From an optimization exercise on the open Yosys and OpenROAD flow, aimed at small area; shortcuts taken in it are not production practice. Function was checked by simulation only, so behaviour that the tests miss may differ from the original. Power is estimated from default activity; no workload was simulated.

==> inputs of 12-24 <==
## urabros_link
module urabros_link (
    input  wire        clk,
    input  wire        rst,
    input  wire        link_close,
    input  wire        rx_valid,
    input  wire [7:0]  rx_data,
    output wire        ev_valid,
    output wire [2:0]  ev_kind,
    output wire [7:0]  ev_opcode,
    output wire [7:0]  ev_n,
    output wire [10:0] ev_len,
    output wire [7:0]  ev_byte,
    output wire [15:0] ev_crc_rx,
    output wire [15:0] ev_crc_calc,
    input  wire [7:0]  rd_addr,
    output reg  [7:0]  rd_data,
    input  wire        tx_cmd_valid,
    input  wire [7:0]  tx_cmd_opcode,
    input  wire [15:0] tx_cmd_args_len,
    output wire        tx_cmd_ready,
    input  wire        tx_arg_valid,
    input  wire [7:0]  tx_arg_data,
    output wire        tx_arg_ready,
    output wire        tx_out_valid,
    output wire [7:0]  tx_out_data,
    input  wire        tx_out_ready,
    output wire        tx_ev_valid,
    output wire [2:0]  tx_ev_kind,
    output wire [15:0] tx_ev_args_len,
    input  wire        g_init,
    input  wire        g_en,
    input  wire [7:0]  g_data,
    output wire [15:0] g_crc_out
);
clock: 10.0 ns
lec_check: 0
cap_margin: 20
core_margin: 2
core_utilization: 45
slew_margin: 20
run.sh (not shown) runs the stock make flow with config.mk's settings and CLKGATE_MAP_FILE= SYNTH_SCRIPT=/design/flow/synth_recipe.tcl, a recipe that flattens the netlist after the stock synthesis.
==> inputs of 07-23, as changes to 12-24 <==
--- a/flow/design.v
+++ b/flow/design.v
@@ -179,16 +179,45 @@
     assign ev_opcode   = k_frame ? rx_opc : 8'd0;
     assign ev_n        = (k_frame | (ev_k == EV_CRCERR)) ? rx_len : 8'd0;
     assign ev_len      = {2'b00, ev_k == EV_TRUNC, (k_text | k_frame) ? rx_cnt : 8'd0};
     assign ev_byte     = (ev_k == EV_BADMARK) ? rx_buf[7:0] : 8'd0;
     assign ev_crc_rx   = k_crc ? rx_buf[15:0] : 16'd0;
     assign ev_crc_calc = k_crc ? rx_crc : 16'd0;
     wire [7:0] rd_pos = ev_base + ~rd_addr + {7'd0, ev_fr};
+    reg [255:0] rd_sel;
+    integer j;
+    always @* begin
+        for (j = 0; j < 256; j = j + 1)
+            rd_sel[j] = (rd_pos == j);
+    end
+    wire [8*86-1:0] rd_part_n;    
+    genvar g, b;
+    generate
+        for (g = 0; g < 86; g = g + 1) begin : grp
+            for (b = 0; b < 8; b = b + 1) begin : lane
+                if (g < 85) begin : full
+                    urb_aoi222 u (
+                        .a1(rd_sel[3*g]),   .a2(ev_buf[8*(3*g)+b]),
+                        .b1(rd_sel[3*g+1]), .b2(ev_buf[8*(3*g+1)+b]),
+                        .c1(rd_sel[3*g+2]), .c2(ev_buf[8*(3*g+2)+b]),
+                        .y(rd_part_n[8*g+b]));
+                end else begin : last
+                    assign rd_part_n[8*g+b] = ~(rd_sel[255] & ev_buf[8*255+b]);
+                end
+            end
+        end
+    endgenerate
+    reg [7:0] rd_mux;
+    always @* begin
+        rd_mux = 8'd0;
+        for (j = 0; j < 86; j = j + 1)
+            rd_mux = rd_mux | ~rd_part_n[8*j +: 8];
+    end
     always @(posedge clk)
-        rd_data <= ev_buf[8*rd_pos +: 8];
+        rd_data <= rd_mux;
     reg [2:0]  tx_state;
     reg [7:0]  tx_r;       
     reg [15:0] tx_crc;     
     reg        tx_ev;
     wire tx_ctl  = rst | link_close;
     wire st_idle = (tx_state == TX_IDLE);
     wire st_opc  = (tx_state == TX_OPC);
@@ -259,7 +288,13 @@
         if (rst || g_init)
             g_crc <= CRC_INIT;
         else if (g_en)
             g_crc <= g_crc_next;
     end
     assign g_crc_out = g_crc;
 endmodule
+module urb_aoi222 (
+    input  wire a1, a2, b1, b2, c1, c2,
+    output wire y
+);
+    assign y = ~((a1 & a2) | (b1 & b2) | (c1 & c2));
+endmodule
- CORE_UTILIZATION: 45 -> 60
- CTS_BUF_LIST: unset -> sky130_fd_sc_hd__clkbuf_16
- CTS_CLUSTER_DIAMETER: unset -> 100
- CTS_CLUSTER_SIZE: unset -> 24
- PLACE_DENSITY: unset -> 0.7
- SYNTH_HIERARCHICAL: unset -> 1
==> inputs of 02-11, as changes to 12-24 <==
--- a/flow/design.v
+++ b/flow/design.v
@@ -179,16 +179,45 @@
     assign ev_opcode   = k_frame ? rx_opc : 8'd0;
     assign ev_n        = (k_frame | (ev_k == EV_CRCERR)) ? rx_len : 8'd0;
     assign ev_len      = {2'b00, ev_k == EV_TRUNC, (k_text | k_frame) ? rx_cnt : 8'd0};
     assign ev_byte     = (ev_k == EV_BADMARK) ? rx_buf[7:0] : 8'd0;
     assign ev_crc_rx   = k_crc ? rx_buf[15:0] : 16'd0;
     assign ev_crc_calc = k_crc ? rx_crc : 16'd0;
     wire [7:0] rd_pos = ev_base + ~rd_addr + {7'd0, ev_fr};
+    reg [255:0] rd_sel;
+    integer j;
+    always @* begin
+        for (j = 0; j < 256; j = j + 1)
+            rd_sel[j] = (rd_pos == j);
+    end
+    wire [8*86-1:0] rd_part_n;    
+    genvar g, b;
+    generate
+        for (g = 0; g < 86; g = g + 1) begin : grp
+            for (b = 0; b < 8; b = b + 1) begin : lane
+                if (g < 85) begin : full
+                    urb_aoi222 u (
+                        .a1(rd_sel[3*g]),   .a2(ev_buf[8*(3*g)+b]),
+                        .b1(rd_sel[3*g+1]), .b2(ev_buf[8*(3*g+1)+b]),
+                        .c1(rd_sel[3*g+2]), .c2(ev_buf[8*(3*g+2)+b]),
+                        .y(rd_part_n[8*g+b]));
+                end else begin : last
+                    assign rd_part_n[8*g+b] = ~(rd_sel[255] & ev_buf[8*255+b]);
+                end
+            end
+        end
+    endgenerate
+    reg [7:0] rd_mux;
+    always @* begin
+        rd_mux = 8'd0;
+        for (j = 0; j < 86; j = j + 1)
+            rd_mux = rd_mux | ~rd_part_n[8*j +: 8];
+    end
     always @(posedge clk)
-        rd_data <= ev_buf[8*rd_pos +: 8];
+        rd_data <= rd_mux;
     reg [2:0]  tx_state;
     reg [7:0]  tx_r;       
     reg [15:0] tx_crc;     
     reg        tx_ev;
     wire tx_ctl  = rst | link_close;
     wire st_idle = (tx_state == TX_IDLE);
     wire st_opc  = (tx_state == TX_OPC);
@@ -259,7 +288,13 @@
         if (rst || g_init)
             g_crc <= CRC_INIT;
         else if (g_en)
             g_crc <= g_crc_next;
     end
     assign g_crc_out = g_crc;
 endmodule
+module urb_aoi222 (
+    input  wire a1, a2, b1, b2, c1, c2,
+    output wire y
+);
+    assign y = ~((a1 & a2) | (b1 & b2) | (c1 & c2));
+endmodule
- SYNTH_HIERARCHICAL: unset -> 1
==> summary of the runs <==
In sequential power, 12-24 and 02-11 hardly differ. Critical path depth is the same in 02-11 and 07-23. Fmax: 07-23 < 02-11 < 12-24. The highest combinational power belongs to 12-24, the lowest to 07-23. Setup slack, highest first: 12-24, 02-11, 07-23. Between 02-11 and 07-23, the lower worst hold slack is in 02-11 (gap 0.053 ns). Against 12-24, the non-clock buffer count of 07-23 is higher by 2. Register-to-register slack: 07-23 < 02-11 < 12-24.
==> figures <==
| item | 12-24 | 07-23 | 02-11 |
|---|---|---|---|
| Final HPWL from detailed placement | 146,000 um | 204,000 um | 208,000 um |
| Fraction of area in non-clock buffers | 0.0201 | 0.0205 | 0.0195 |
| Result of the run | timing/DRC/antenna clean | timing/DRC/antenna clean | timing/DRC/antenna clean |
| Number of inserted diodes | 2 | 5 | 8 |
| Internal cell power | 28.7 mW | 23.2 mW | 28.1 mW |
| Die H | 574 um | 487 um | 561 um |
| Placed instance count | 10,500 | 9,379 | 10,500 |
| Instance count on the critical path | 11 | 16 | 16 |
| FILL cells | 24,900 | 14,700 | 23,800 |
| Synth Area in Compound Gates | 0.0153 | 0.0533 | 0.0533 |
| Worst reg2reg path depth | 11 | 16 | 16 |
| Highest fanout seen on the critical path | 40 | 24 | 16 |
| Data required, critical path | 10.77 ns | 10.73 ns | 10.84 ns |
| Met1 Resource Use GR | 0.231 | 0.365 | 0.284 |
| Worst endpoint data arrival time | 7.28 ns | 8.85 ns | 8.90 ns |
| CP Capture Point | rd_data[3]$_DFF_P_ | rd_data[5]$_DFF_P_ | rd_data[2]$_DFF_P_ |
| Number of global-route vias before repair | 62,700 | 61,900 | 63,700 |
| Setup ws final | 3.49 ns | 1.88 ns | 1.94 ns |

==> port drivers added, routing unchanged <==
In the flow no input, the clock included, has a driving cell. The finished layouts below were timed again as built, in two steps. Step 1 (the two cells are an assumption about what drives the block):
set clk [get_ports {clk}]
set_driving_cell -lib_cell sky130_fd_sc_hd__clkbuf_16 $clk
set_driving_cell -lib_cell sky130_fd_sc_hd__buf_2 [delete_from_list [all_inputs] $clk]
Step 2 times the ports against the registers' clock, not the clock port: input delays grow and output delays shrink by t, the midpoint of the rising clock arrivals with the driver on. a / b / c = ideal / step 1 / step 2; a / b = the first two.
| run | shift t [ns] | setup slack, ns | latest minus earliest clock arrival (ns) |
|---|---|---|---|
| 12-24 | 1.012 | 3.491 / 3.521 / 2.509 | 0.065 / 0.066 |
| 07-23 | 0.960 | 1.877 / 1.949 / 0.989 | 0.071 / 0.071 |
| 02-11 | 1.027 | 1.938 / 2.012 / 0.984 | 0.111 / 0.111 |
After both steps setup and hold are still met in every run listed. For 12-24, which loses most, drivers alone change the setup slack by +0.030 ns; drivers and shift together by -0.982 ns.
